This is an optimization exercise on Yosys and OpenROAD, whose aim is small area, not a production implementation.
RTL that was checked went through simulation tests only; none was proved equivalent to the original.
Function not checked in runs 2 and 3: the RTL went through the layout flow alone.
Power is estimated from default activity; no workload was simulated.

$ cat design/flow/design.v
`default_nettype none
module bc211_core (
    input  wire        clk,
    input  wire        rst,
    input  wire [7:0]  cfg_debounce_n,
    input  wire        cfg_notify_en,
    input  wire        tick,
    input  wire        stop,
    input  wire [31:0] now,
    output reg         hid_open,
    input  wire        hid_open_done,
    input  wire        hid_open_ok,
    output reg         hid_close,
    output wire        tx_valid,
    output reg  [7:0]  tx_data,
    output wire        tx_last,
    input  wire        tx_ready,
    input  wire        tx_done,
    input  wire [1:0]  tx_status,
    output reg         rx_req,
    input  wire        rx_valid,
    input  wire [7:0]  rx_data,
    input  wire        rx_timeout,
    output wire [50:0] snap,        
    output wire [5:0]  err,         
    output wire [2:0]  link_sst,
    output wire        link_rc,
    output wire [2:0]  link_bst,
    output reg  [5:0]  ev_valid,
    output wire [17:0] ev_prev,
    output wire [17:0] ev_new,
    output wire [31:0] ev_ts,
    output reg  [5:0]  nt_valid,
    output wire [17:0] nt_summary
);
    localparam [5:0]  STATUS_POLL_MAX = 6'd50;
    localparam [2:0] S_OPEN = 3'd0, S_CONFIG = 3'd1, S_INIT_DIR = 3'd2, S_INIT_PU = 3'd3,
                     S_IDLE = 3'd4, S_READ = 3'd5, S_DEAD = 3'd6, S_OFF = 3'd7;
    localparam [2:0] B_CLOSED = 3'd0, B_IDLE = 3'd1, B_CMD = 3'd2, B_STAT = 3'd3, B_DATA = 3'd4;
    localparam [2:0] X_NONE = 3'd0, X_LOAD = 3'd1, X_SEND = 3'd2, X_SWAIT = 3'd3,
                     X_RWAIT = 3'd4, X_CLASS = 3'd5;
    localparam [2:0] O_OK = 3'd0, O_LEN = 3'd1, O_TIMEOUT = 3'd2, O_BUSY = 3'd3, O_NACK = 3'd4,
                     O_IOERR = 3'd5, O_BADSIZE = 3'd6;
    localparam [2:0] E_NONE = 3'd0, E_DEVNF = 3'd1, E_BUSTIMEOUT = 3'd2, E_BUSERROR = 3'd3,
                     E_INIT = 3'd4, E_BADSIZE = 3'd5, E_IOERROR = 3'd6;
    localparam [2:0] ST_UNKNOWN = 3'd0, ST_EMPTY = 3'd1, ST_CHARGING = 3'd2,
                     ST_FULL = 3'd3, ST_ERROR = 3'd4;
    reg [2:0]  sst;
    reg        rc;
    reg        open_wait;
    reg [2:0]  err_cls, err_det;
    reg [2:0]  bst;
    reg [2:0]  xph;
    reg        try_cnt;
    reg [5:0]  k;
    reg [5:0]  idx;         
    reg [1:0]  q;           
    reg [11:0] pt;          
    reg [17:0] cm;          
    reg [7:0]  rem [0:5];   
    reg        snap_stale;
    reg [31:0] snap_ts;
    integer j;
    function [2:0] dec;
        input [1:0] pair;
        case (pair)
            2'b11:   dec = ST_EMPTY;
            2'b10:   dec = ST_CHARGING;
            2'b01:   dec = ST_FULL;
            default: dec = ST_ERROR;
        endcase
    endfunction
    reg [17:0] dec_all;
    reg [17:0] snap_st;
    always @(*) begin
        for (j = 0; j < 6; j = j + 1) begin
            dec_all[3*j +: 3] = dec(pt[2*j +: 2]);
            snap_st[3*j +: 3] = ev_valid[j] ? dec_all[3*j +: 3] : cm[3*j +: 3];
        end
    end
    assign snap       = {snap_ts, snap_stale, snap_st};
    assign err        = {err_det, err_cls};
    assign link_sst   = sst;
    assign link_rc    = rc;
    assign link_bst   = bst;
    assign ev_prev    = cm;
    assign ev_new     = snap_st;
    assign ev_ts      = snap_ts;
    assign nt_summary = snap_st;
    assign tx_valid = (xph == X_SEND);
    assign tx_last  = (idx == 6'd63);
    always @(*) begin
        tx_data = 8'h00;
        if (idx[5:3] == 3'd0) begin
            if (bst == B_STAT)
                tx_data = (idx[2:0] == 3'd0) ? 8'h30 : 8'h00;
            else if (bst == B_DATA)
                tx_data = (idx[2:0] == 3'd0) ? 8'h31 : 8'h00;
            else begin
                case (sst)
                    S_CONFIG:
                        case (idx[2:0])
                            3'd0: tx_data = 8'h10;
                            3'd2: tx_data = 8'h04;
                            3'd4: tx_data = 8'hA0;
                            3'd5: tx_data = 8'h86;
                            3'd6: tx_data = 8'h01;
                            default: tx_data = 8'h00;
                        endcase
                    S_READ:
                        case (idx[2:0])
                            3'd0: tx_data = 8'h22;
                            3'd1: tx_data = 8'h20;
                            3'd2: tx_data = 8'h01;
                            3'd3: tx_data = 8'h02;
                            3'd4: tx_data = 8'h12;
                            default: tx_data = 8'h00;
                        endcase
                    default:
                        case (idx[2:0])
                            3'd0: tx_data = 8'h20;
                            3'd1: tx_data = 8'h20;
                            3'd2: tx_data = 8'h03;
                            3'd4: tx_data = (sst == S_INIT_DIR) ? 8'h00 : 8'h0C;
                            3'd5: tx_data = 8'hFF;
                            3'd6: tx_data = 8'hFF;
                            default: tx_data = 8'h00;
                        endcase
                endcase
            end
        end
    end
    reg [7:0] xcode;
    always @(*) begin
        case (bst)
            B_STAT:  xcode = 8'h30;
            B_DATA:  xcode = 8'h31;
            default: xcode = (sst == S_CONFIG) ? 8'h10 :
                             (sst == S_READ)   ? 8'h22 : 8'h20;
        endcase
    end
    wire rx_byte = (xph == X_RWAIT) && !rx_timeout && rx_valid;
    wire d_is0   = (rx_data == 8'h00);
    wire d_is1   = (rx_data == 8'h01);
    wire d_is2   = (rx_data == 8'h02);
    wire d_is3   = (rx_data == 8'h03);
    wire d_is4   = (rx_data == 8'h04);
    wire good    = (q == 2'b01);
    wire pt_lo   = rx_byte && (idx == 6'd4) && (bst == B_DATA) && good;
    wire pt_hi   = rx_byte && (idx == 6'd5) && (bst == B_DATA) && good;
    wire sw_done = (xph == X_SWAIT) && tx_done;
    wire sw_fail = sw_done && (tx_status != 2'd0);
    wire rw_to   = (xph == X_RWAIT) && rx_timeout;
    wire cls_now = (xph == X_CLASS);
    wire ex_fire = sw_fail || rw_to || cls_now;
    wire [1:0] qq = cls_now ? q : 2'b00;
    reg       go_stat, go_data, poll_again, retry, fin;
    reg [2:0] fin_out;
    reg       af;           
    reg [2:0] af_out;
    always @(*) begin
        go_stat = 1'b0; go_data = 1'b0; poll_again = 1'b0; retry = 1'b0;
        fin = 1'b0; fin_out = O_OK; af = 1'b0; af_out = O_TIMEOUT;
        if (ex_fire) begin
            if (sw_fail) begin
                fin = 1'b1; fin_out = tx_status[1] ? O_BADSIZE : O_IOERR;
            end else begin
                case (bst)
                    B_CMD: begin
                        if (qq == 2'b01) go_stat = 1'b1;
                        else if (qq == 2'b10) begin af = 1'b1; af_out = O_BUSY; end
                        else begin af = 1'b1; af_out = O_TIMEOUT; end
                    end
                    B_STAT: begin
                        if (qq == 2'b01) begin
                            if (sst == S_READ) go_data = 1'b1;
                            else begin fin = 1'b1; fin_out = O_OK; end
                        end else if (qq == 2'b10) begin
                            af = 1'b1; af_out = O_NACK;
                        end else if (qq == 2'b11) begin
                            af = 1'b1; af_out = O_TIMEOUT;
                        end else if (k == STATUS_POLL_MAX) begin
                            af = 1'b1; af_out = O_TIMEOUT;
                        end else begin
                            poll_again = 1'b1;
                        end
                    end
                    default: begin  
                        if (qq == 2'b01) begin
                            fin = 1'b1; fin_out = O_OK;
                        end else if (qq == 2'b11) begin
                            af = 1'b1; af_out = O_LEN;
                        end else begin
                            af = 1'b1; af_out = O_TIMEOUT;
                        end
                    end
                endcase
                if (af) begin
                    if ((af_out == O_TIMEOUT || af_out == O_NACK) && !try_cnt)
                        retry = 1'b1;
                    else begin
                        fin = 1'b1; fin_out = af_out;
                    end
                end
            end
        end
    end
    wire       poll_ok = fin && (fin_out == O_OK) && (sst == S_READ);
    wire       d_le1   = (cfg_debounce_n[7:1] == 7'd0);
    wire [7:0] d_m1    = cfg_debounce_n - 8'd1;
    reg [5:0] commit_now;
    reg [5:0] full_now;
    reg [7:0] rem_nx [0:5];
    always @(*) begin
        for (j = 0; j < 6; j = j + 1) begin
            commit_now[j] = 1'b0;
            rem_nx[j]     = 8'd0;
            if (dec_all[3*j +: 3] != cm[3*j +: 3]) begin
                if (rem[j] == 8'd0 ? d_le1 : (rem[j] == 8'd1))
                    commit_now[j] = 1'b1;
                else
                    rem_nx[j] = (rem[j] == 8'd0) ? d_m1 : rem[j] - 8'd1;
            end
            full_now[j] = commit_now[j] && (pt[2*j +: 2] == 2'b01);
        end
    end
    always @(posedge clk) begin
        if (rx_byte) begin
            case (idx)
                6'd0: q <= (rx_data == xcode) ? 2'b01 : 2'b00;
                6'd1: q <= !good ? 2'b00 : d_is0 ? 2'b01 : d_is1 ? 2'b10 : d_is2 ? 2'b11 : 2'b00;
                6'd2: if (bst == B_STAT)
                          q <= !good ? 2'b00 : d_is2 ? 2'b01 : d_is3 ? 2'b10 : d_is4 ? 2'b11 : 2'b00;
                6'd3: if (bst == B_DATA)
                          q <= good ? (d_is2 ? 2'b01 : 2'b11) : (q == 2'b11) ? 2'b11 : 2'b00;
                default: ;
            endcase
        end
        if (pt_lo) pt[7:0]  <= rx_data;
        if (pt_hi) pt[11:8] <= rx_data[3:0];
        case (xph)
            X_LOAD: idx <= 6'd0;
            X_SEND: if (tx_ready) idx <= idx + 6'd1;
            X_RWAIT: if (rx_byte) idx <= idx + 6'd1;
            default: ;
        endcase
        if (rst) begin
            sst        <= S_OPEN;
            rc         <= 1'b0;
            open_wait  <= 1'b0;
            err_cls    <= E_NONE;
            err_det    <= O_OK;
            bst        <= B_CLOSED;
            xph        <= X_NONE;
            try_cnt    <= 1'b0;
            snap_stale <= 1'b1;
            snap_ts    <= 32'd0;
            hid_open   <= 1'b0;
            hid_close  <= 1'b0;
            rx_req     <= 1'b0;
            ev_valid   <= 6'd0;
            nt_valid   <= 6'd0;
            cm         <= 18'd0;
            for (j = 0; j < 6; j = j + 1)
                rem[j] <= 8'd0;
        end else begin
            hid_open  <= 1'b0;
            hid_close <= 1'b0;
            rx_req    <= 1'b0;
            ev_valid  <= 6'd0;
            nt_valid  <= 6'd0;
            for (j = 0; j < 6; j = j + 1) begin
                if (j < 4 ? (pt_lo && rx_data[2*j +: 2] != pt[2*j +: 2])
                          : (pt_hi && rx_data[2*j-8 +: 2] != pt[2*j +: 2]))
                    rem[j] <= 8'd0;
                if (poll_ok)
                    rem[j] <= rem_nx[j];
                if (ev_valid[j])
                    cm[3*j +: 3] <= dec_all[3*j +: 3];
            end
            case (xph)
                X_LOAD: begin
                    xph  <= X_SEND;
                    if (bst == B_STAT) k <= k + 6'd1;
                end
                X_SEND: begin
                    if (tx_ready && idx == 6'd63) xph <= X_SWAIT;
                end
                X_SWAIT: begin
                    if (tx_done && tx_status == 2'd0) begin
                        rx_req <= 1'b1;
                        xph    <= X_RWAIT;
                    end
                end
                X_RWAIT: begin
                    if (rx_byte && idx == 6'd63) xph <= X_CLASS;
                end
                default: ;
            endcase
            if (go_stat) begin
                bst <= B_STAT;
                k   <= 6'd0;
                xph <= X_LOAD;
            end else if (poll_again) begin
                xph <= X_LOAD;
            end else if (go_data) begin
                bst <= B_DATA;
                xph <= X_LOAD;
            end else if (retry) begin
                try_cnt <= 1'b1;
                bst     <= B_CMD;
                xph     <= X_LOAD;
            end else if (fin) begin
                bst <= B_IDLE;
                xph <= X_NONE;
            end
            case (sst)
                S_OPEN: begin
                    if (!open_wait) begin
                        hid_open  <= 1'b1;
                        open_wait <= 1'b1;
                    end else if (hid_open_done) begin
                        open_wait <= 1'b0;
                        if (hid_open_ok) begin
                            bst <= B_IDLE;
                            sst <= S_CONFIG;
                        end else begin
                            snap_stale <= 1'b1;
                            err_cls    <= E_DEVNF;
                            err_det    <= O_OK;
                            sst        <= S_DEAD;
                        end
                    end
                end
                S_CONFIG, S_INIT_DIR, S_INIT_PU: begin
                    if (bst == B_IDLE && xph == X_NONE) begin
                        try_cnt <= 1'b0;
                        bst     <= B_CMD;
                        xph     <= X_LOAD;
                    end else if (fin) begin
                        if (fin_out == O_OK) begin
                            if (sst == S_CONFIG) sst <= S_INIT_DIR;
                            else if (sst == S_INIT_DIR) sst <= S_INIT_PU;
                            else begin
                                rc  <= 1'b0;
                                sst <= S_IDLE;
                            end
                        end else if (fin_out == O_IOERR) begin
                            snap_stale <= 1'b1;
                            err_cls    <= E_IOERROR;
                            err_det    <= O_IOERR;
                            hid_close  <= 1'b1;
                            bst        <= B_CLOSED;
                            if (rc) sst <= S_DEAD;
                            else begin
                                rc  <= 1'b1;
                                sst <= S_OPEN;
                            end
                        end else begin
                            snap_stale <= 1'b1;
                            err_cls    <= (fin_out == O_BADSIZE) ? E_BADSIZE : E_INIT;
                            err_det    <= fin_out;
                            hid_close  <= 1'b1;
                            bst        <= B_CLOSED;
                            sst        <= S_DEAD;
                        end
                    end
                end
                S_IDLE: begin
                    if (stop) begin
                        hid_close <= 1'b1;
                        bst       <= B_CLOSED;
                        sst       <= S_OFF;
                    end else if (tick) begin
                        sst     <= S_READ;
                        try_cnt <= 1'b0;
                        bst     <= B_CMD;
                        xph     <= X_LOAD;
                    end
                end
                S_READ: begin
                    if (fin) begin
                        case (fin_out)
                            O_OK: begin
                                snap_ts    <= now;
                                snap_stale <= 1'b0;
                                err_cls    <= E_NONE;
                                err_det    <= O_OK;
                                ev_valid   <= commit_now;
                                nt_valid   <= cfg_notify_en ? full_now : 6'd0;
                                sst        <= S_IDLE;
                            end
                            O_TIMEOUT: begin
                                snap_stale <= 1'b1;
                                err_cls    <= E_BUSTIMEOUT;
                                err_det    <= O_TIMEOUT;
                                sst        <= S_IDLE;
                            end
                            O_IOERR: begin
                                snap_stale <= 1'b1;
                                err_cls    <= E_IOERROR;
                                err_det    <= O_IOERR;
                                hid_close  <= 1'b1;
                                bst        <= B_CLOSED;
                                rc         <= 1'b1;
                                sst        <= S_OPEN;
                            end
                            O_BADSIZE: begin
                                snap_stale <= 1'b1;
                                err_cls    <= E_BADSIZE;
                                err_det    <= O_BADSIZE;
                                hid_close  <= 1'b1;
                                bst        <= B_CLOSED;
                                sst        <= S_DEAD;
                            end
                            default: begin
                                snap_stale <= 1'b1;
                                err_cls    <= E_BUSERROR;
                                err_det    <= fin_out;
                                sst        <= S_IDLE;
                            end
                        endcase
                    end
                end
                default: ;
            endcase
        end
    end
endmodule
`default_nettype wire
$ cat design/flow/config.mk
export PLATFORM = sky130hd
export DESIGN_NAME = bc211_core
export DESIGN_NICKNAME = bc211_core
export VERILOG_FILES = /design/flow/design.v
export SDC_FILE = /design/flow/constraint.sdc
export NUM_CORES = 4
export LEC_CHECK = 0
export CAP_MARGIN = 20
export CORE_MARGIN = 2
export CORE_UTILIZATION = 40
export SLEW_MARGIN = 20
$ cat design/flow/run.sh
#!/bin/bash
# synth_recipe.tcl (not shown) runs the flow's synth.tcl, then flattens the netlist and writes it again
# the make line also repeats each setting of config.mk as NAME=value (left out here)
make -C /OpenROAD-flow-scripts/flow DESIGN_CONFIG=/design/flow/config.mk WORK_HOME=/design/flow/orfs CLKGATE_MAP_FILE= SYNTH_SCRIPT=/design/flow/synth_recipe.tcl finish
$ cat design/flow/constraint.sdc
create_clock -name core_clock -period 10.0 [get_ports {clk}]
set_input_delay 2.0000 -clock core_clock [delete_from_list [all_inputs] [get_ports {clk}]]
set_output_delay 2.0000 -clock core_clock [all_outputs]
set_load 0.01 [all_outputs]
==> results of run 1 <==
[power groups by stage]
| stage | combinational (uW) | sequential (uW) | clock, uW |
|---|---|---|---|
| after global routing | 353 | 697 | 739 |
| after CTS | 317 | 692 | 720 |
| final | 321 | 693 | 709 |
| after floorplan | 213 | 692 | 0 |
| after global placement | 318 | 708 | 0 |
| after detailed placement | 315 | 706 | 0 |
[routing by layer]
metal | vias up | share of wire
li1 | 4434 | -
met1 | 4289 | 0.45
met2 | 308 | 0.48
met3 | 24 | 0.060
met4 | 0 | 0.013
met5 | - | 0
[cell type report]
| type | count | area [um2] |
|---|---|---|
| Fill cell | 2283 | 11800 |
| Multi-Input combinational cell | 867 | 5470 |
| Sequential cell | 158 | 3420 |
| Timing Repair Buffer | 240 | 2380 |
| Clock buffer | 19 | 475 |
| Tap cell | 324 | 405 |
| Clock inverter | 13 | 160 |
| Inverter | 41 | 154 |
[cell usage after synthesis (all sizes together), types with 13 or more instances]
library cell  count  area (um2)
a21oi           112         561
o21ai            35         186
edfxtp           26         781
nand2           145         544
and2             24         150
dfxtp           132        2640
buf              86         616
o2111ai          24         210
xnor2            27         236
xor2             34         298
nor3             35         190
mux2             13         150
nor2            107         402
inv              41         154
nand3            51         260
clkbuf           43         161
a21o             16         120
ha               44         551
[placed cells by master (no fill, tap or decap), types with 10 or more instances in the layout]
cell	n
clkdlybuf4s50_1	234
a31oi_1	12
nand2_1	145
nand3_1	50
a21oi_1	112
nand2b_1	11
mux2i_1	12
nor2_1	107
and2_1	23
inv_1	41
nor3_1	32
nand3b_1	10
edfxtp_1	26
clkbuf_16	19
or3_1	10
xnor2_1	27
a21o_1	16
o21ai_0	31
ha_1	44
o2111ai_1	24
xor2_1	34
dfxtp_1	132
mux2_2	12
and3_1	10
nor2b_1	10
[through the flow]
stage,utilization,hold WS [ns],setup slack [ns],cell area [um2]
floorplan,-,0.437,6.12,9820
global placement,0.488,0.457,4.78,11800
detailed placement,0.488,0.462,4.81,11800
CTS,0.514,0.477,4.95,12500
global route,0.514,0.485,4.70,12500
finish,0.514,0.474,4.96,12500
[worst min-delay path by stage]
stage	start	to	slack, ns	cells after the start
6_report	err_cls[1]	err_cls[1]	0.47	2
5_1_grt	snap_ts[31]	snap_ts[31]	0.48	2
2_1_floorplan	open_wait	hid_open	0.44	1
4_1_cts	err_cls[1]	err_cls[1]	0.48	2
3_3_place_gp	err_cls[1]	err_cls[1]	0.46	2
3_5_place_dp	open_wait	hid_open	0.46	1
[critical path, delay by kind of cell, from the launching register on]
kind / cells / cell delay (ns)
multiplexers: 1 / 0.15
AO/OA/AOI/OAI: 1 / 0.08
flip-flops: 1 / 0.81
AND/OR/NAND/NOR: 4 / 1.01
buffers and inverters: 1 / 0.55
[sequential cells by signal, indices dropped and copies added, names as in the netlist, 2 cells and up]
name and count:
nt_valid 6, xph 3, k 6, sst 3
err_cls 3, idx 6, snap_ts 32, bst 3
pt 12, cm 18, rem 48, q 2
err_det 3, ev_valid 6
[cells by family after synthesis]
family / synth area share
compound gates: 0.186
xor+xnor: 0.0544
fa+ha+maj: 0.0560
buf+inv: 0.0948
flops: 0.348
mux: 0.0275
simple gates: 0.232
==> out/metrics.yaml, run 1 <==
use_met3: 0.0349
wl_um: 28100
synth-async-reset-ratio: 0
instances_no_fill: 1662
fin_nets: 1430
netSwitchingPower_uw: 522
switching_share: 0.303
p_int_uw: 1200
dp_hpwl_um: 20100
setup_tns_ns: 0
maxCapViolCount: 0
hold_violations: 0
max_freq_ghz: 0.199
cts_setup_buffers: 0
yosysWarnings: 3
synth_area_um2: 9820
reg2reg_to: "rem[1][2]"
crit_slowest_cell: "dfxtp_1"
ant_nets: 0
grt_overflow_total: 0
critPathRequiredTime_ns: 8.00
slew-limit-headroom: 0.336
syn_to_final_growth_pct: 27.0
reg2reg_slack_ns: 6.33
fin_skew_ns: 0.0210
postSynthCellCount: 1195
synth_cell_types: 79
grt_pass1_wl_um: 44000
numCtsBuffers: 17
tightest_slew_ns: 0.992
coreArea_um2: 24200
clock_latency_ns: 0.43
path_class: "reg -> out"
grtUsageMet2: 0.347
grt_use_total: 0.210
fp.dieW_um: 161
viasPerCell: 5.45
ys_ff_latch: 158
max_stage_delay_ns: 0.81
gp_congestion: 0.871
synth_enable_flop_cells: 26
clk_path_buf_depth: 2
dieArea_um2: 25800
grt_pass1_vias: 8248
ios: 236
cp-end-kind: "primary output"
syn_nets: 1300
ff2ff_path_depth: 8
wl_per_cell_um: 16.9
cp_common_cell: "nor2_1"
grt_max_degree: 72
synth_area_per_cell_um2: 8.22
period_share: 0.504
num_antenna_cells: 0
yosysSeqAreaShare: 0.348
min_path_type: "reg -> reg"
p_leak_uw: 0.00483
io_buffers: 235
htreeDepth: 4
crit_path_start_kind: "flop"
status: "complete, no violations"
startpoint: "sst[0]"
vdd_drop_max_mv: 0.100
drc_errors: 0
pwr-share-comb: 0.186
clkSinkCount: 158
std_cell_rows: 57
regToRegStartpoint: "sst[0]"
clockPowerShare: 0.411
cts-root-buf: "clkbuf_16"
p_per_area_nw_per_um2: 138
drtIter0Drc: 538
num_vias: 9055
cp_cell_sequence: "nand2b_1, nor2_1, nand2_1, mux2i_1, a21oi_1, nor2_1, clkdlybuf4s50_1"
cts.repair.resized: 0
clkSlewWorstSetupHoldPaths_ns: 0.07
ctsHoldBuffers: 0
drv_slew: 0
die_h_um: 161
dr.pass1.iters: 5
p_total_uw: 1720
drive_above_1_share: 0.0508
endpoint: "tx_data[5]"
dp.cells: 1630
fin_crit_ns: 5.04
setup_viol: 0
start_util: 0.405
grt_util_met1: 0.286
rsz0062_at_grt: "no"
critPathArrivalTime_ns: 3.04
crit_fanout: 21
synth_ff_type: "dfxtp_1"
grt.busiest_layer: "met2"
grt_antenna_before_repair: 0
cts_tree: "done"
pwr-share-seq: 0.402
==> run 2, diff against run 1 <==
--- a/design/flow/design.v
+++ b/design/flow/design.v
@@ -28,3 +28,3 @@
     output wire [2:0]  link_bst,
-    output reg  [5:0]  ev_valid,
+    output wire [5:0]  ev_valid,
     output wire [17:0] ev_prev,
@@ -32,3 +32,3 @@
     output wire [31:0] ev_ts,
-    output reg  [5:0]  nt_valid,
+    output wire [5:0]  nt_valid,
     output wire [17:0] nt_summary
@@ -40,3 +40,3 @@
     localparam [2:0] X_NONE = 3'd0, X_LOAD = 3'd1, X_SEND = 3'd2, X_SWAIT = 3'd3,
-                     X_RWAIT = 3'd4, X_CLASS = 3'd5;
+                     X_RWAIT = 3'd4, X_CLASS = 3'd5, X_POST = 3'd6;
     localparam [2:0] O_OK = 3'd0, O_LEN = 3'd1, O_TIMEOUT = 3'd2, O_BUSY = 3'd3, O_NACK = 3'd4,
@@ -59,3 +59,8 @@
     reg [17:0] cm;          
-    reg [7:0]  rem [0:5];   
+    reg [7:0]  ring [0:5];
+    reg [2:0]  ph;
+    reg [2:0]  todo;        
+    reg [5:0]  sm;          
+    reg [5:0]  cf;          
+    reg        first;       
     reg        snap_stale;
@@ -208,20 +213,19 @@
     wire       poll_ok = fin && (fin_out == O_OK) && (sst == S_READ);
-    wire       d_le1   = (cfg_debounce_n[7:1] == 7'd0);
-    wire [7:0] d_m1    = cfg_debounce_n - 8'd1;
-    reg [5:0] commit_now;
-    reg [5:0] full_now;
-    reg [7:0] rem_nx [0:5];
-    always @(*) begin
-        for (j = 0; j < 6; j = j + 1) begin
-            commit_now[j] = 1'b0;
-            rem_nx[j]     = 8'd0;
-            if (dec_all[3*j +: 3] != cm[3*j +: 3]) begin
-                if (rem[j] == 8'd0 ? d_le1 : (rem[j] == 8'd1))
-                    commit_now[j] = 1'b1;
-                else
-                    rem_nx[j] = (rem[j] == 8'd0) ? d_m1 : rem[j] - 8'd1;
-            end
-            full_now[j] = commit_now[j] && (pt[2*j +: 2] == 2'b01);
-        end
-    end
+    wire       post    = (xph == X_POST);
+    wire       upd     = (todo != 3'd0);
+    reg  [5:0] dcm;         
+    always @(*)
+        for (j = 0; j < 6; j = j + 1)
+            dcm[j] = (dec_all[3*j +: 3] != cm[3*j +: 3]);
+    wire [7:0] c0  = sm[ph] ? ring[0] : 8'd0;
+    wire [8:0] n   = {1'b0, c0} + 9'd1;
+    wire       cmt = dcm[ph] && (n >= {1'b0, cfg_debounce_n});
+    wire [7:0] c_nx = (dcm[ph] && !cmt) ? n[7:0] : 8'd0;
+    wire [5:0] commit_now = post ? cf : 6'd0;
+    reg  [5:0] full_now;
+    always @(*)
+        for (j = 0; j < 6; j = j + 1)
+            full_now[j] = (pt[2*j +: 2] == 2'b01);
+    assign ev_valid = commit_now;
+    assign nt_valid = cfg_notify_en ? (commit_now & full_now) : 6'd0;
     always @(posedge clk) begin
@@ -238,4 +242,15 @@
         end
-        if (pt_lo) pt[7:0]  <= rx_data;
-        if (pt_hi) pt[11:8] <= rx_data[3:0];
+        if (pt_lo) begin
+            pt[7:0] <= rx_data;
+            for (j = 0; j < 4; j = j + 1)
+                sm[j] <= !first && (rx_data[2*j +: 2] == pt[2*j +: 2]);
+        end
+        if (pt_hi) begin
+            pt[11:8] <= rx_data[3:0];
+            sm[4] <= !first && (rx_data[1:0] == pt[9:8]);
+            sm[5] <= !first && (rx_data[3:2] == pt[11:10]);
+        end
+        for (j = 0; j < 5; j = j + 1)
+            ring[j] <= ring[j + 1];
+        ring[5] <= upd ? c_nx : ring[0];
         case (xph)
@@ -260,7 +275,6 @@
             rx_req     <= 1'b0;
-            ev_valid   <= 6'd0;
-            nt_valid   <= 6'd0;
             cm         <= 18'd0;
-            for (j = 0; j < 6; j = j + 1)
-                rem[j] <= 8'd0;
+            ph         <= 3'd0;
+            todo       <= 3'd0;
+            first      <= 1'b1;
         end else begin
@@ -269,13 +283,13 @@
             rx_req    <= 1'b0;
-            ev_valid  <= 6'd0;
-            nt_valid  <= 6'd0;
-            for (j = 0; j < 6; j = j + 1) begin
-                if (j < 4 ? (pt_lo && rx_data[2*j +: 2] != pt[2*j +: 2])
-                          : (pt_hi && rx_data[2*j-8 +: 2] != pt[2*j +: 2]))
-                    rem[j] <= 8'd0;
-                if (poll_ok)
-                    rem[j] <= rem_nx[j];
-                if (ev_valid[j])
+            ph <= (ph == 3'd5) ? 3'd0 : ph + 3'd1;
+            if (pt_hi) begin
+                todo  <= 3'd6;
+                first <= 1'b0;
+            end else if (upd)
+                todo <= todo - 3'd1;
+            if (upd)
+                cf[ph] <= cmt;
+            for (j = 0; j < 6; j = j + 1)
+                if (commit_now[j])
                     cm[3*j +: 3] <= dec_all[3*j +: 3];
-            end
             case (xph)
@@ -297,2 +311,3 @@
                 end
+                X_POST: xph <= X_NONE;
                 default: ;
@@ -314,3 +329,3 @@
                 bst <= B_IDLE;
-                xph <= X_NONE;
+                xph <= poll_ok ? X_POST : X_NONE;
             end
@@ -388,4 +403,2 @@
                                 err_det    <= O_OK;
-                                ev_valid   <= commit_now;
-                                nt_valid   <= cfg_notify_en ? full_now : 6'd0;
                                 sst        <= S_IDLE;
==> design/flow/flow/run.sh (new file) <==
#!/bin/bash
# Standard layout, with the port buffers made from the smallest buffer cell
# (resizing still upsizes any that timing or slew needs).
set -euo pipefail
bash standard.sh synth > synth.log 2>&1
export BUFFER_PORTS_ARGS="-buffer_cell sky130_fd_sc_hd__buf_1"
bash standard.sh finish > finish.log 2>&1
==> design/flow/standard.sh (new file) <==
#!/bin/bash
# synth_recipe.tcl (not shown) runs the flow's synth.tcl, then flattens the netlist and writes it again
# the make line also repeats each setting of config.mk as NAME=value (left out here)
make -C /OpenROAD-flow-scripts/flow DESIGN_CONFIG=/design/flow/config.mk WORK_HOME=/design/flow/orfs CLKGATE_MAP_FILE= SYNTH_SCRIPT=/design/flow/synth_recipe.tcl "${@:-finish}"
--- a/design/flow/config.mk
+++ b/design/flow/config.mk
@@ -10,2 +10,3 @@
 export CORE_UTILIZATION = 40
+export CTS_BUF_LIST = sky130_fd_sc_hd__clkbuf_8
 export SLEW_MARGIN = 20
removed: design/flow/run.sh
==> out/metrics.yaml, run 2 <==
syn_to_final_growth_pct: 11.4
rsz0062_at_grt: "no"
top_register: "ring"
mostFrequentLayoutCell: "buf_1"
synth_cell_types: 76  # -3.8%
gp_congestion: 0.911  # +4.6%
fin_skew_ns: 0.0146  # -0.00641 ns
coreArea_um2: 21100  # -13%
crit_fanout: 14  # -33%
synth_ff_type: "dfxtp_1"
dp_hpwl_um: 15800  # -21%
vdd_drop_max_mv: 0.0932  # -6.9%
dieArea_um2: 22700  # -12%
maxCapViolCount: 0  # unchanged
ff2ff_path_depth: 14  # +6
wl_um: 21300  # -24%
synth_enable_flop_cells: 38  # +46%
dpl_cell_area_um2: 9190  # -22%
p_per_area_nw_per_um2: 168  # +22%
tightest_slew_ns: 1.00  # +0.0102 ns
dp.cells: 1368  # -16%
postSynthCellCount: 964  # -19%
grt_pass1_wl_um: 33100  # -25%
post-route-cell-area_um2: 9600  # -23%
syn_nets: 1064  # -18%
drc_errors: 0  # unchanged
slew-limit-headroom: 0.327  # -0.00951
instances_no_fill: 1400  # -16%
cts.repair.resized: 0  # unchanged
synth_area_um2: 8610  # -12%
critPathRequiredTime_ns: 8.00  # about the same
fp.dieW_um: 151  # -6.2%
cts-root-buf: "clkbuf_8"
p_leak_uw: 0.00360  # -25%
grt_antenna_before_repair: 0  # unchanged
num_antenna_cells: 0  # unchanged
grt_overflow_total: 0  # unchanged
clkSinkCount: 165  # +4.4%
htreeDepth: 4  # unchanged
clock_latency_ns: 0.45  # +0.02 ns
clk_path_buf_depth: 2  # unchanged
grt_use_total: 0.185  # -0.0250
path_class: "reg -> out"
netlist_top_cells_count: "dfxtp_1, nand2_1, nor2_1"
ios: 236  # unchanged
drive_above_1_share: 0.0560  # +0.00518
fin_crit_ns: 4.63  # -0.410 ns
yosysTopAreaCell: "dfxtp_1"
grt_pass1_vias: 6414  # -22%
std_cell_rows: 53  # -7.0%
start_util: 0.408  # +0.00334
endpoint: "nt_summary[15]"
startpoint: "xph[1]"
regToRegStartpoint: "ph[0]"
drv_slew: 0  # unchanged
synth.area.top_cells: "dfxtp_1, edfxtp_1, buf_4"
io_buffers: 235  # unchanged
status: "complete, no violations"
clkSlewWorstSetupHoldPaths_ns: 0.10  # +0.03 ns
synth_area_per_cell_um2: 8.93  # +8.7%
yosysSeqAreaShare: 0.428  # +0.0792
synth-async-reset-ratio: 0  # unchanged
drtIter0Drc: 400  # -26%
setup_tns_ns: 0  # unchanged
holdCritStartpoint: "ring[5][0]"
wl_per_cell_um: 15.2  # -10%
grt_max_degree: 58  # -19%
reg2reg_slack_ns: 5.86  # -0.47 ns
hold_violations: 0  # unchanged
fin_nets: 1212  # -15%
netlist.area_leader.share: 0.295  # +0.0262
max_freq_ghz: 0.216  # +8.9%
num_vias: 7181  # -21%
cts_setup_buffers: 0  # unchanged
dr.pass1.iters: 7  # +2
numCtsBuffers: 17  # unchanged
crit_path_start_kind: "flop"
reg2reg_to: "ring[5][6]"
ys_ff_latch: 165  # +4.4%
cp-end-kind: "primary output"
ant_nets: 0  # unchanged
min_path_type: "reg -> reg"
ctsHoldBuffers: 0  # unchanged
period_share: 0.463  # -0.0410
setup_viol: 0  # unchanged
largest_registers: "ring x48, snap_ts x32, cm x18"
cts_tree: "done"
yosysWarnings: 2  # -1
layout_common_cells: "buf_1, dfxtp_1, nand2_1"
die_h_um: 151  # -6.2%
timing.hold.ws_ns: 0.319  # -0.155 ns
viasPerCell: 5.13  # -5.9%
critPathArrivalTime_ns: 2.63  # -0.41 ns
fin_util: 0.455  # -0.0592
yosysMostFrequentCell: "dfxtp_1"
largest_register_ffs: 48  # unchanged
-- run 2: per-stage QoR --
| step | power (uW) | worst slack (ns) |
|---|---|---|
| detailed placement | 1140 | 5.44 |
| CTS | 1630 | 5.28 |
| finish | 1610 | 5.37 |
| global placement | 1130 | 5.44 |
| global route | 1710 | 5.08 |
| floorplan | 1040 | 5.82 |
-- run 2: area by class of cell --
class / instances / area [um2]
fill: 2116 / 11500
multi-input combinational: 645 / 4090
sequential: 165 / 3680
timing repair buffer: 239 / 913
tap: 275 / 344
clock buffer: 17 / 234
clock inverter: 15 / 171
inverter: 44 / 165
-- run 2: logic make-up (layout without fill, tap and decap cells) --
family / after synthesis / after routing / synth area share
AO/OA/AOI/OAI: 181 / 181 / 0.140
buffers and inverters: 154 / 315 / 0.0989
adder cells (fa/ha/maj): 39 / 39 / 0.0567
multiplexers: 20 / 20 / 0.0273
XOR/XNOR: 46 / 46 / 0.0468
flip-flops: 165 / 165 / 0.428
AND/OR/NAND/NOR: 359 / 359 / 0.202
-- run 2: worst min-delay path by stage --
stage / depth (start not counted) / end / slack, ns
final: 0 / ring[4][0] / 0.32
after global routing: 0 / ring[4][0] / 0.33
after CTS: 0 / ring[4][0] / 0.32
after detailed placement: 0 / ring[0][5] / 0.31
after global placement: 0 / ring[0][2] / 0.31
after floorplan: 0 / ring[0][0] / 0.31
-- run 2: power by group --
group | switching (uW) | internal, uW | leakage, uW | total, uW
sequential | 49.5 | 751 | 0.00138 | 800
clock | 261 | 228 | 0.000202 | 489
combinational | 204 | 119 | 0.00201 | 322
-- run 2: critical path, stage by stage (launching register included) --
cell and delay, ns:
dfxtp_1 0.53, nor2b_1 0.25, and2_1 0.40, nand2_1 0.24, o31ai_1 0.54, buf_1 0.21
-- run 2: metal layers --
layer,up-vias,wire length [um],global-route usage
li1,3583,-,-
met1,3308,9830,0.247
met2,264,9850,0.300
met3,26,1280,0.0427
met4,0,320,0.0495
met5,-,0,0
==> run 3, diff against run 2 <==
--- a/design/flow/config.mk
+++ b/design/flow/config.mk
@@ -10,3 +10,3 @@
 export CORE_UTILIZATION = 40
-export CTS_BUF_LIST = sky130_fd_sc_hd__clkbuf_8
+export CTS_BUF_LIST = sky130_fd_sc_hd__clkbuf_2 sky130_fd_sc_hd__clkbuf_4 sky130_fd_sc_hd__clkbuf_8
 export SLEW_MARGIN = 20
==> out/metrics.yaml, run 3 <==
status: "complete, no violations"
yosysTopAreaCell: "dfxtp_1"
synth_ff_type: "dfxtp_1"
mostFrequentLayoutCell: "buf_1"
clkSinkCount: 165  # unchanged
wl_um: 21300  # about the same
crit_fanout: 14  # unchanged
postSynthCellCount: 964  # unchanged
synth_area_um2: 8610  # unchanged
max_freq_ghz: 0.216  # about the same
rsz0062_at_grt: "no"
cts_setup_buffers: 0  # unchanged
io_buffers: 235  # unchanged
yosysMostFrequentCell: "dfxtp_1"
largest_registers: "ring x48, snap_ts x32, cm x18"
netlist.area_leader.share: 0.295  # unchanged
netlist_top_cells_count: "dfxtp_1, nand2_1, nor2_1"
synth-async-reset-ratio: 0  # unchanged
ios: 236  # unchanged
htreeDepth: 4  # unchanged
fp.dieW_um: 151  # unchanged
cp_cell_sequence: "nor2b_1, and2_1, nand2_1, o31ai_1, buf_1"
clkSlewWorstSetupHoldPaths_ns: 0.09  # about the same
dp_hpwl_um: 15800  # unchanged
grt_pass1_wl_um: 33100  # about the same
min_path_type: "reg -> reg"
critPathTopFamily: "simple AND/OR/NAND/NOR gates"
cts.repair.resized: 0  # unchanged
synth_area_per_cell_um2: 8.93  # unchanged
layout_common_cells: "buf_1, dfxtp_1, nand2_1"
drv_slew: 0  # unchanged
synth.area.top_cells: "dfxtp_1, edfxtp_1, buf_4"
setup_tns_ns: 0  # unchanged
wl_per_cell_um: 15.2  # about the same
dr.pass1.iters: 5  # -2
syn_nets: 1064  # unchanged
ant_nets: 0  # unchanged
grt_pass1_vias: 6407  # -0.11%
critPathArrivalTime_ns: 2.62  # about the same
yosysWarnings: 2  # unchanged
ctsHoldBuffers: 0  # unchanged
tightest_slew_ns: 0.994  # -0.00895 ns
start_util: 0.408  # unchanged
syn_to_final_growth_pct: 11.5  # about the same
slew-limit-headroom: 0.333  # +0.00601
p_total_uw: 1610  # +0.14%
dieArea_um2: 22700  # unchanged
cts_tree: "done"
die_h_um: 151  # unchanged
num_vias: 7182  # +0.014%
fin_crit_ns: 4.62  # -0.00275 ns
coreArea_um2: 21100  # unchanged
p_leak_uw: 0.00360  # about the same
synth_enable_flop_cells: 38  # unchanged
crit_path_start_kind: "flop"
numCtsBuffers: 17  # unchanged
fin_nets: 1212  # unchanged
synth_cell_types: 76  # unchanged
yosysSeqAreaShare: 0.428  # unchanged
maxCapViolCount: 0  # unchanged
grt_use_total: 0.185  # unchanged
cp-end-kind: "primary output"
largest_register_ffs: 48  # unchanged
clk_path_buf_depth: 2  # unchanged
ys_ff_latch: 165  # unchanged
top_register: "ring"
setup_viol: 0  # unchanged
p_per_area_nw_per_um2: 168  # +0.10%
clock_latency_ns: 0.45  # about the same
vdd_drop_max_mv: 0.0928  # -0.38%
gp_congestion: 0.911  # unchanged
grt_antenna_before_repair: 0  # unchanged
drtIter0Drc: 412  # +3.0%
std_cell_rows: 53  # unchanged
grt_max_degree: 58  # unchanged
crit_buf_inv: 1  # unchanged
drive_above_1_share: 0.0569  # +0.000889
critPathRequiredTime_ns: 8.00  # about the same
max_stage_delay_ns: 0.54  # about the same
crit_slowest_cell: "o31ai_1"
hold_violations: 0  # unchanged
viasPerCell: 5.13  # about the same
path_class: "reg -> out"
num_antenna_cells: 0  # unchanged
cts-root-buf: "clkbuf_8"
period_share: 0.462  # about the same
fin_skew_ns: 0.0147  # +0.0000923 ns
grt_overflow_total: 0  # unchanged
drc_errors: 0  # unchanged
## run 3: layout make-up
type	count	area, um2
Tap cell	275	344
Inverter	44	165
Timing Repair Buffer	239	913
Multi-Input combinational cell	645	4090
Fill cell	2114	11500
Sequential cell	165	3680
Clock buffer	18	241
Clock inverter	14	168
## run 3: kinds of logic after synthesis
logic type,count (synthesis),synth area share
buf+inv,154,0.0989
xor+xnor,46,0.0468
flops,165,0.428
fa+ha+maj,39,0.0567
mux,20,0.0273
simple gates,359,0.202
compound gates,181,0.140
## run 3: layer usage
metal	share of wire	routed length (um)	track usage	vias up
met5	0	0	0	-
met4	0.014	297	0.0495	0
met3	0.056	1190	0.0427	24
met2	0.47	9940	0.300	244
met1	0.46	9850	0.247	3334
li1	-	-	-	3580
## run 3: worst paths after layout
check              from        endpoint  slack, ns  cells past startpoint
min          ring[5][0]      ring[4][0]       0.32                      0
min reg2reg  ring[5][0]      ring[4][0]       0.32                      0
max reg2reg       ph[0]      ring[5][6]       5.86                     14
max              xph[1]  nt_summary[15]       5.38                      5
## run 3: per-stage QoR
step                      cell area (um2)  utilization  hold WS (ns)  std cells  setup WS, ns
after floorplan                      8610            -         0.310        964          5.82
after global routing                 9600        0.455         0.331       1400          5.08
after global placement               9190        0.436         0.311       1368          5.44
final                                9600        0.455         0.323       1400          5.38
after CTS                            9600        0.455         0.320       1400          5.28
after detailed placement             9190        0.436         0.313       1368          5.44
## run 3: where the power goes
part,switching [uW],internal (uW)
clock network,260,232
logic,204,119
registers,49.3,751
==> run 4, diff against run 3 <==
--- a/design/flow/design.v
+++ b/design/flow/design.v
@@ -50,3 +50,4 @@
     reg        open_wait;
-    reg [2:0]  err_cls, err_det;
+    reg [2:0]  err_det;
+    reg        err_m;       
     reg [2:0]  bst;
@@ -61,3 +62,4 @@
     reg [2:0]  ph;
-    reg [2:0]  todo;        
+    reg        wt;          
+    reg        act;         
     reg [5:0]  sm;          
@@ -86,2 +88,13 @@
     assign snap       = {snap_ts, snap_stale, snap_st};
+    reg [2:0] err_cls;
+    always @(*) begin
+        case (err_det)
+            O_OK:      err_cls = err_m ? E_DEVNF : E_NONE;
+            O_LEN:     err_cls = E_BUSERROR;
+            O_TIMEOUT: err_cls = err_m ? E_INIT : E_BUSTIMEOUT;
+            O_IOERR:   err_cls = E_IOERROR;
+            O_BADSIZE: err_cls = E_BADSIZE;
+            default:   err_cls = err_m ? E_INIT : E_BUSERROR;   
+        endcase
+    end
     assign err        = {err_det, err_cls};
@@ -214,3 +227,3 @@
     wire       post    = (xph == X_POST);
-    wire       upd     = (todo != 3'd0);
+    wire       upd     = act || (wt && ph == 3'd0);
     reg  [5:0] dcm;         
@@ -265,3 +278,3 @@
             open_wait  <= 1'b0;
-            err_cls    <= E_NONE;
+            err_m      <= 1'b0;
             err_det    <= O_OK;
@@ -277,3 +290,4 @@
             ph         <= 3'd0;
-            todo       <= 3'd0;
+            wt         <= 1'b0;
+            act        <= 1'b0;
             first      <= 1'b1;
@@ -285,8 +299,12 @@
             if (pt_hi) begin
-                todo  <= 3'd6;
+                wt    <= 1'b1;
                 first <= 1'b0;
-            end else if (upd)
-                todo <= todo - 3'd1;
+            end else if (ph == 3'd0)
+                wt    <= 1'b0;
+            if (wt && ph == 3'd0)
+                act <= 1'b1;
+            else if (ph == 3'd5)
+                act <= 1'b0;
             if (upd)
-                cf[ph] <= cmt;
+                cf <= {cmt, cf[5:1]};
             for (j = 0; j < 6; j = j + 1)
@@ -343,3 +361,3 @@
                             snap_stale <= 1'b1;
-                            err_cls    <= E_DEVNF;
+                            err_m      <= 1'b1;
                             err_det    <= O_OK;
@@ -364,3 +382,3 @@
                             snap_stale <= 1'b1;
-                            err_cls    <= E_IOERROR;
+                            err_m      <= 1'b1;
                             err_det    <= O_IOERR;
@@ -375,3 +393,3 @@
                             snap_stale <= 1'b1;
-                            err_cls    <= (fin_out == O_BADSIZE) ? E_BADSIZE : E_INIT;
+                            err_m      <= 1'b1;
                             err_det    <= fin_out;
@@ -401,3 +419,3 @@
                                 snap_stale <= 1'b0;
-                                err_cls    <= E_NONE;
+                                err_m      <= 1'b0;
                                 err_det    <= O_OK;
@@ -407,3 +425,3 @@
                                 snap_stale <= 1'b1;
-                                err_cls    <= E_BUSTIMEOUT;
+                                err_m      <= 1'b0;
                                 err_det    <= O_TIMEOUT;
@@ -413,3 +431,3 @@
                                 snap_stale <= 1'b1;
-                                err_cls    <= E_IOERROR;
+                                err_m      <= 1'b0;
                                 err_det    <= O_IOERR;
@@ -422,3 +440,3 @@
                                 snap_stale <= 1'b1;
-                                err_cls    <= E_BADSIZE;
+                                err_m      <= 1'b0;
                                 err_det    <= O_BADSIZE;
@@ -430,3 +448,3 @@
                                 snap_stale <= 1'b1;
-                                err_cls    <= E_BUSERROR;
+                                err_m      <= 1'b0;
                                 err_det    <= fin_out;
--- a/design/flow/config.mk
+++ b/design/flow/config.mk
@@ -10,3 +10,5 @@
 export CORE_UTILIZATION = 40
-export CTS_BUF_LIST = sky130_fd_sc_hd__clkbuf_2 sky130_fd_sc_hd__clkbuf_4 sky130_fd_sc_hd__clkbuf_8
+export CTS_BUF_LIST = sky130_fd_sc_hd__clkbuf_8
+export CTS_CLUSTER_DIAMETER = 100
+export CTS_CLUSTER_SIZE = 40
 export SLEW_MARGIN = 20
==> out/metrics.yaml, run 4 <==
p_per_area_nw_per_um2: 153  # -9.1%
grt_pass1_wl_um: 32300  # -2.3%
maxCapViolCount: 0  # unchanged
p_total_uw: 1460  # -9.6%
wl_um: 20600  # -3.3%
ios: 236  # unchanged
mostFrequentLayoutCell: "buf_1"
instances_no_fill: 1377  # -1.6%
cts.repair.resized: 0  # unchanged
netlist_top_cells_count: "dfxtp_1, nand2_1, buf_4"
clk_path_buf_depth: 2  # unchanged
path_class: "reg -> out"
yosysMostFrequentCell: "dfxtp_1"
grt_antenna_before_repair: 0  # unchanged
syn_to_final_growth_pct: 10.6
netlist.area_leader.share: 0.287  # -0.00802
synth_area_um2: 8640  # +0.36%
drive_above_1_share: 0.0644  # +0.00754
period_share: 0.504  # +0.0419
synth_enable_flop_cells: 38  # unchanged
cts-root-buf: "clkbuf_8"
min_path_type: "reg -> reg"
drtIter0Drc: 345  # -16%
layout_common_cells: "buf_1, dfxtp_1, nand2_1"
gp_congestion: 0.910  # -0.12%
coreArea_um2: 21100  # unchanged
vdd_drop_max_mv: 0.118  # +27%
ys_ff_latch: 162  # -1.8%
viasPerCell: 5.05  # -1.7%
dr.pass1.iters: 5  # unchanged
top_register: "ring"
crit_path_start_kind: "flop"
max_freq_ghz: 0.198  # -8.3%
fin_nets: 1186  # -2.1%
grt_max_degree: 72  # +24%
dieArea_um2: 22800  # +0.35%
std_cell_rows: 53  # unchanged
hold_violations: 0  # unchanged
yosysTopAreaCell: "dfxtp_1"
dp.cells: 1345  # -1.7%
synth.area.top_cells: "dfxtp_1, edfxtp_1, buf_4"
postSynthCellCount: 943  # -2.2%
synth_ff_type: "dfxtp_1"
clock_latency_ns: 0.46  # about the same
fp.dieW_um: 151  # +0.18%
fin_crit_ns: 5.04  # +0.419 ns
synth-async-reset-ratio: 0  # unchanged
wl_per_cell_um: 14.9  # -1.7%
status: "complete, no violations"
ant_nets: 0  # unchanged
synth_area_per_cell_um2: 9.17  # +2.6%
synth_cell_types: 72  # -5.3%
largest_registers: "ring x48, snap_ts x32, cm x18"
grt_use_total: 0.179  # -0.00550
yosysWarnings: 2  # unchanged
numCtsBuffers: 17  # unchanged
htreeDepth: 4  # unchanged
p_leak_uw: 0.00362  # +0.46%
clkSinkCount: 162  # -1.8%
fin_skew_ns: 0.0222  # +0.00751 ns
yosysSeqAreaShare: 0.419  # -0.00849
setup_tns_ns: 0  # unchanged
rsz0062_at_grt: "no"
drc_errors: 0  # unchanged
crit_fanout: 13  # -1
critPathRequiredTime_ns: 8.00  # about the same
start_util: 0.410  # +0.00148
grt_pass1_vias: 6220  # -2.9%
clkSlewWorstSetupHoldPaths_ns: 0.10  # about the same
grt_overflow_total: 0  # unchanged
critPathArrivalTime_ns: 3.04  # +0.42 ns
num_antenna_cells: 0  # unchanged
dp_hpwl_um: 15300  # -3.2%
syn_nets: 1040  # -2.3%
io_buffers: 235  # unchanged
slew-limit-headroom: 0.287  # -0.0455
die_h_um: 151  # +0.18%
cts_setup_buffers: 0  # unchanged
tightest_slew_ns: 1.06  # +0.0709 ns
largest_register_ffs: 48  # unchanged
num_vias: 6947  # -3.3%
cts_tree: "done"
cp-end-kind: "primary output"
setup_viol: 0  # unchanged
drv_slew: 0  # unchanged
ctsHoldBuffers: 0  # unchanged
==> run 4: routing by layer <==
layer  GRT usage  part of all wire  vias up  wire (um)
li1            -                 -     3478          -
met1       0.250              0.48     3252       9870
met2       0.284              0.46      200       9520
met3      0.0389             0.046       17        941
met4      0.0425             0.012        0        240
met5           0                 0        -          0
==> run 4: area by class of cell <==
type                       count  area [um2]
clock buffer                  18         248
clock inverter                14         163
inverter                      51         191
multi-input combinational    617        4070
tap                          275         344
sequential                   162        3620
fill                        2164       11500
timing repair buffer         240         920
==> run 4: critical path, stage by stage (launching register included) <==
cell     delay [ns]
dfxtp_1        0.63
inv_1          0.17
nor2_1         0.50
nand2_1        0.27
o31ai_1        0.81
buf_1          0.22
==> run 4: power by group <==
group	internal [uW]	leakage, uW	switching [uW]	total [uW]
clock	196	0.000200	284	480
combinational	98.4	0.00206	160	259
sequential	684	0.00135	37.2	722
==> run 4: path summary, 6_finish.rpt <==
check	cells past startpoint	slack, ns	startpoint	endpoint
min reg2reg	0	0.32	ring[2][4]	ring[1][4]
max reg2reg	15	6.00	ph[0]	ring[5][4]
min	0	0.32	ring[2][4]	ring[1][4]
max	5	4.96	xph[2]	ev_new[12]
==> run 4: stage by stage <==
step	area, um2	setup WS, ns	hold slack [ns]	util
after floorplan	8640	5.82	0.310	-
after global routing	9560	4.77	0.313	0.453
after global placement	9150	5.38	0.310	0.434
after CTS	9560	5.01	0.320	0.453
final	9560	4.96	0.316	0.453
after detailed placement	9150	5.36	0.312	0.434
==> run 4: cells by family after synthesis <==
| group | synth area share |
|---|---|
| adder cells (fa/ha/maj) | 0.0521 |
| AND/OR/NAND/NOR | 0.190 |
| AO/OA/AOI/OAI | 0.125 |
| XOR/XNOR | 0.0424 |
| flip-flops | 0.419 |
| buffers and inverters | 0.111 |
| multiplexers | 0.0599 |
==> run 5, diff against run 4 <==
--- a/design/flow/config.mk
+++ b/design/flow/config.mk
@@ -11,4 +11,2 @@
 export CTS_BUF_LIST = sky130_fd_sc_hd__clkbuf_8
-export CTS_CLUSTER_DIAMETER = 100
-export CTS_CLUSTER_SIZE = 40
 export SLEW_MARGIN = 20
==> out/metrics.yaml, run 5 <==
status: "complete, no violations"
yosysWarnings: 2  # unchanged
htreeDepth: 4  # unchanged
synth_cell_types: 72  # unchanged
crit_slowest_cell: "o31ai_1"
num_vias: 6947  # unchanged
critPathRequiredTime_ns: 8.00  # about the same
setup_tns_ns: 0  # unchanged
fin_skew_ns: 0.0222  # unchanged
synth.area.top_cells: "dfxtp_1, edfxtp_1, buf_4"
crit_fanout: 13  # unchanged
clk_path_buf_depth: 2  # unchanged
synth_area_per_cell_um2: 9.17  # unchanged
viasPerCell: 5.05  # unchanged
synth_area_um2: 8640  # unchanged
max_stage_delay_ns: 0.81  # about the same
num_antenna_cells: 0  # unchanged
netSwitchingPower_uw: 481  # unchanged
dr.pass1.iters: 5  # unchanged
p_leak_uw: 0.00362  # unchanged
die_h_um: 151  # unchanged
clockPowerShare: 0.329  # about the same
grt_overflow_total: 0  # unchanged
gp_congestion: 0.910  # unchanged
grt_pass1_wl_um: 32300  # unchanged
cts-root-buf: "clkbuf_8"
period_share: 0.504  # unchanged
io_buffers: 235  # unchanged
crit_buf_inv: 2  # unchanged
ios: 236  # unchanged
pwr-share-seq: 0.494  # about the same
coreArea_um2: 21100  # unchanged
grt_use_total: 0.179  # unchanged
p_int_uw: 979  # unchanged
fin_util: 0.453  # unchanged
cts_tree: "done"
critPathTopFamily: "compound AO/OA/AOI/OAI gates"
syn_to_final_growth_pct: 10.6  # unchanged
rsz0062_at_grt: "no"
netlist.area_leader.share: 0.287  # unchanged
fin_crit_ns: 5.04  # unchanged
slew-limit-headroom: 0.287  # unchanged
top_register: "ring"
critPathArrivalTime_ns: 3.04  # about the same
clkSinkCount: 162  # unchanged
dp_hpwl_um: 15300  # unchanged
tightest_slew_ns: 1.06  # unchanged
wl_per_cell_um: 14.9  # unchanged
hold_violations: 0  # unchanged
syn_nets: 1040  # unchanged
p_per_area_nw_per_um2: 153  # unchanged
drc_errors: 0  # unchanged
ctsHoldBuffers: 0  # unchanged
grt_pass1_vias: 6220  # unchanged
numCtsBuffers: 17  # unchanged
switching_share: 0.330  # unchanged
drv_slew: 0  # unchanged
std_cell_rows: 53  # unchanged
path_class: "reg -> out"
crit_path_start_kind: "flop"
pwr-share-comb: 0.177  # about the same
cp_cell_sequence: "inv_1, nor2_1, nand2_1, o31ai_1, buf_1"
largest_registers: "ring x48, snap_ts x32, cm x18"
mostFrequentLayoutCell: "buf_1"
largest_register_ffs: 48  # unchanged
dieArea_um2: 22800  # unchanged
netlist_top_cells_count: "dfxtp_1, nand2_1, buf_4"
clock_latency_ns: 0.46  # about the same
cts.repair.resized: 0  # unchanged
fin_nets: 1186  # unchanged
clkSlewWorstSetupHoldPaths_ns: 0.10  # about the same
yosysSeqAreaShare: 0.419  # unchanged
grt_antenna_before_repair: 0  # unchanged
yosysMostFrequentCell: "dfxtp_1"
synth_enable_flop_cells: 38  # unchanged
min_path_type: "reg -> reg"
postSynthCellCount: 943  # unchanged
layout_common_cells: "buf_1, dfxtp_1, nand2_1"
synth_ff_type: "dfxtp_1"
ys_ff_latch: 162  # unchanged
vdd_drop_max_mv: 0.118  # unchanged
fp.dieW_um: 151  # unchanged
grt_max_degree: 72  # unchanged
cts_setup_buffers: 0  # unchanged
maxCapViolCount: 0  # unchanged
start_util: 0.410  # unchanged
setup_viol: 0  # unchanged
cp-end-kind: "primary output"
drive_above_1_share: 0.0644  # unchanged
wl_um: 20600  # unchanged
max_freq_ghz: 0.198  # unchanged
synth-async-reset-ratio: 0  # unchanged
drtIter0Drc: 345  # unchanged
ant_nets: 0  # unchanged
yosysTopAreaCell: "dfxtp_1"
## run 5: through the flow
stage / std cells / power (uW) / hold slack (ns) / worst slack [ns] / cell area, um2
5_1_grt: 1377 / 1550 / 0.313 / 4.77 / 9560
6_report: 1377 / 1460 / 0.316 / 4.96 / 9560
3_3_place_gp: 1345 / 992 / 0.310 / 5.38 / 9150
3_5_place_dp: 1345 / 992 / 0.312 / 5.36 / 9150
2_1_floorplan: 943 / 924 / 0.310 / 5.82 / 8640
4_1_cts: 1377 / 1480 / 0.320 / 5.01 / 9560
## run 5: area by class of cell
cell class,instances,area (um2)
repair buffers,240,920
fillers,2164,11500
clock buffers,18,248
clock inverters,14,163
multi-input cells,617,4070
inverters,51,191
flip-flops and latches,162,3620
well taps,275,344
## run 5: power groups by stage
stage / sequential, uW / combinational (uW) / clock (uW)
final: 722 / 259 / 480
after global routing: 726 / 293 / 528
after CTS: 720 / 258 / 498
after detailed placement: 736 / 257 / 0
after global placement: 735 / 257 / 0
after floorplan: 716 / 208 / 0
## run 5: cell families (layout without fill, tap and decap cells)
family,count (synthesis),in the layout,synth area share
muxes,49,49,0.0599
DFF,162,162,0.419
AOI/OAI and AO/OA,155,155,0.125
and+or+nand+nor,336,336,0.190
adders and majority gates,36,36,0.0521
buffers and inverters,164,323,0.111
xor gates and xnor gates,41,41,0.0424
## run 5: metal layers
| metal | vias to the layer above | track usage | wire length, um |
|---|---|---|---|
| met5 | - | 0 | 0 |
| met4 | 0 | 0.0425 | 240 |
| met3 | 17 | 0.0389 | 941 |
| met2 | 200 | 0.284 | 9520 |
| met1 | 3252 | 0.250 | 9870 |
| li1 | 3478 | - | - |
## run 5: final timing paths
kind              startpoint    endpoint  slack (ns)  depth (start not counted)
setup / recovery      xph[2]  ev_new[12]        4.96                          5
hold reg to reg   ring[2][4]  ring[1][4]        0.32                          0
setup reg to reg       ph[0]  ring[5][4]        6.00                         15
hold / removal    ring[2][4]  ring[1][4]        0.32                          0
==> run 6, diff against run 5 <==
==> design/flow/flow/run.sh (replaced) <==
#!/bin/bash
# Standard layout, with the port buffers made from the smallest buffer cell
# (resizing still upsizes any that timing or slew needs) and a clock tree
# without the dummy balancing loads.
set -euo pipefail
bash standard.sh synth > synth.log 2>&1
export BUFFER_PORTS_ARGS="-buffer_cell sky130_fd_sc_hd__buf_1"
export CTS_ARGS="-sink_clustering_enable -repair_clock_nets -dont_use_dummy_load -buf_list sky130_fd_sc_hd__clkbuf_8"
bash standard.sh finish > finish.log 2>&1
==> out/metrics.yaml, run 6 <==
status: "complete, no violations"
ant_nets: 0  # unchanged
syn_to_final_growth_pct: 8.51
synth_ff_type: "dfxtp_1"
ys_ff_latch: 162  # unchanged
cts-root-buf: "clkbuf_8"
synth_compound_area_frac: 0.125  # unchanged
p_leak_uw: 0.00354  # -2.2%
grt_pass1_vias: 6189  # -0.50%
layout_common_cells: "buf_1, dfxtp_1, nand2_1"
synth.area.top_cells: "dfxtp_1, edfxtp_1, buf_4"
yosysMostFrequentCell: "dfxtp_1"
crit_fanout: 13  # unchanged
ctsHoldBuffers: 0  # unchanged
cp_cell_sequence: "inv_1, nor2_1, nand2_1, o31ai_1, buf_1"
clkSlewWorstSetupHoldPaths_ns: 0.10  # about the same
fin_nets: 1186  # unchanged
max_freq_ghz: 0.201  # +1.5%
setup_tns_ns: 0  # unchanged
crit_path_start_kind: "flop"
grt_antenna_before_repair: 0  # unchanged
synth_top_family_by_area: "simple AND/OR/NAND/NOR gates"
dieArea_um2: 22800  # unchanged
grt_pass1_wl_um: 32100  # -0.90%
wl_um: 20500  # -0.30%
min_path_type: "reg -> reg"
largest_register_ffs: 48  # unchanged
dp_hpwl_um: 15300  # unchanged
grt_use_total: 0.177  # -0.00191
period_share: 0.497  # -0.00729
yosysSeqAreaShare: 0.419  # unchanged
p_total_uw: 1340  # -8.5%
fin_skew_ns: 0.0410  # +0.0188 ns
num_antenna_cells: 0  # unchanged
clkSinkCount: 162  # unchanged
grt_max_degree: 72  # unchanged
postSynthCellCount: 943  # unchanged
vdd_drop_max_mv: 0.118  # +0.47%
netlist_top_cells_count: "dfxtp_1, nand2_1, buf_4"
tightest_slew_ns: 1.08  # +0.0115 ns
netlist.area_leader.share: 0.287  # unchanged
synth_area_um2: 8640  # unchanged
grt_overflow_total: 0  # unchanged
cp-end-kind: "primary output"
rsz0062_at_grt: "no"
slew-limit-headroom: 0.279  # -0.00769
clock_latency_ns: 0.45  # about the same
critPathArrivalTime_ns: 2.97  # -0.07 ns
synthMuxAreaShare: 0.0599  # unchanged
cts_setup_buffers: 0  # unchanged
htreeDepth: 4  # unchanged
drv_slew: 0  # unchanged
fin_crit_ns: 4.97  # -0.0729 ns
hold_violations: 0  # unchanged
instances_no_fill: 1362  # -1.1%
top_register: "ring"
synth_enable_flop_cells: 38  # unchanged
path_class: "reg -> out"
critPathRequiredTime_ns: 8.00  # about the same
clk_path_buf_depth: 2  # unchanged
timing.hold.ws_ns: 0.291  # -0.0254 ns
p_per_area_nw_per_um2: 142  # -6.8%
synth_cell_types: 72  # unchanged
num_vias: 6899  # -0.69%
cts.repair.resized: 0  # unchanged
start_util: 0.410  # unchanged
viasPerCell: 5.07  # +0.40%
largest_registers: "ring x48, snap_ts x32, cm x18"
drc_errors: 0  # unchanged
mostFrequentLayoutCell: "buf_1"
syn_nets: 1040  # unchanged
yosys.area_share.simple: 0.190  # unchanged
ios: 236  # unchanged
crit_slowest_cell: "o31ai_1"
yosysWarnings: 2  # unchanged
synthXorXnorAreaFrac: 0.0424  # unchanged
drtIter0Drc: 364  # +5.5%
synth-async-reset-ratio: 0  # unchanged
std_cell_rows: 53  # unchanged
yosysTopAreaCell: "dfxtp_1"
fp.dieW_um: 151  # unchanged
dr.pass1.iters: 5  # unchanged
dp.cells: 1345  # unchanged
drive_above_1_share: 0.0515  # -0.0129
synth_adder_area_share: 0.0521  # unchanged
io_buffers: 235  # unchanged
numCtsBuffers: 17  # unchanged
synth_area_per_cell_um2: 9.17  # unchanged
fillerInstances: 2166  # +0.092%
cts_tree: "done"
die_h_um: 151  # unchanged
max_stage_delay_ns: 0.81  # about the same
maxCapViolCount: 0  # unchanged
gp_congestion: 0.910  # unchanged
setup_viol: 0  # unchanged
coreArea_um2: 21100  # unchanged
wl_per_cell_um: 15.1  # +0.80%
run 6: cell counts after synthesis:
Identical to the previous run, type by type.
run 6: critical path: cells and delay by family (launching register included):
| kind | cells | cell delay (ns) |
|---|---|---|
| simple gates | 2 | 0.75 |
| compound gates | 1 | 0.81 |
| flops | 1 | 0.60 |
| buf+inv | 2 | 0.40 |
run 6: path summary, 6_finish.rpt:
path	from	to	slack, ns	depth (start not counted)
hold / removal	ring[2][4]	ring[1][4]	0.29	0
setup reg to reg	ph[0]	ring[5][4]	6.03	15
setup / recovery	xph[2]	ev_new[12]	5.03	5
hold reg to reg	ring[2][4]	ring[1][4]	0.29	0
run 6: layout make-up:
| class | count | area [um2] | area share |
|---|---|---|---|
| Sequential cell | 162 | 3620 | 0.386 |
| Inverter | 51 | 191 | 0.0204 |
| Tap cell | 275 | 344 | 0.0367 |
| Timing Repair Buffer | 240 | 920 | 0.0980 |
| Clock buffer | 17 | 234 | 0.0249 |
| Multi-Input combinational cell | 617 | 4070 | 0.434 |
run 6: cells by family after synthesis:
kind of cell,Yosys count
simple gates,336
buf+inv,164
flops,162
compound gates,155
mux,49
xor+xnor,41
fa+ha+maj,36
run 6: per-layer routing:
metal / vias to the layer above / global-route usage / share of wire / wire (um)
li1: 3460 / - / - / -
met1: 3223 / 0.248 / 0.47 / 9680
met2: 200 / 0.281 / 0.46 / 9530
met3: 16 / 0.0343 / 0.053 / 1090
met4: 0 / 0.0453 / 0.011 / 216
met5: - / 0 / 0 / 0
run 6: per-stage QoR:
| stage | cell area, um2 | utilization | setup slack [ns] |
|---|---|---|---|
| 3_3_place_gp | 9150 | 0.434 | 5.38 |
| 5_1_grt | 9380 | 0.445 | 4.82 |
| 4_1_cts | 9380 | 0.445 | 5.05 |
| 2_1_floorplan | 8640 | - | 5.82 |
| 3_5_place_dp | 9150 | 0.434 | 5.36 |
| 6_report | 9380 | 0.445 | 5.03 |
run 6: report_power, final:
part           switching (uW)  leakage, uW  internal [uW]
combinational             160      0.00206           98.4
clock                     205     0.000122            150
sequential               36.9      0.00135            685

-- port drivers added, routing unchanged --
The results above use ideal ports. As a check the final layouts listed here were re-extracted and re-timed, cells and wires unchanged. Step 1 assumes that a clkbuf_16 drives the clock port and a buf_2 every other input. Step 2, shift: input delay + t, output delay - t, t = (earliest + latest rising clock arrival at the registers) / 2. This alone moves slack from input paths to output paths. Three values: no drivers, after step 1, after step 2; two values: the first two.
| run | t (ns) | slack for setup (ns) | worst setup path at the end | clock arrival spread, ns | slew at the worst register clock pin (ns) |
|---|---|---|---|---|---|
| run 1 | 0.469 | 4.965 / 4.918 / 4.785 | input to register | 0.024 / 0.024 | 0.08 / 0.08 |
| run 2 | 0.476 | 5.375 / 5.339 / 5.449 | input to output | 0.015 / 0.016 | 0.10 / 0.10 |
| run 3 | 0.475 | 5.378 / 5.341 / 5.449 | input to output | 0.015 / 0.016 | 0.10 / 0.10 |
| run 4 | 0.484 | 4.959 / 4.919 / 5.378 | input to output | 0.023 / 0.023 | 0.11 / 0.11 |
| run 5 | 0.484 | 4.959 / 4.919 / 5.378 | input to output | 0.023 / 0.023 | 0.11 / 0.11 |
| run 6 | 0.471 | 5.032 / 4.990 / 5.371 | input to output | 0.041 / 0.041 | 0.10 / 0.10 |
After both steps every run listed still meets setup and hold. The setup slack of run 1, which loses most, moves by -0.047 ns with the drivers and by -0.180 ns with both steps.
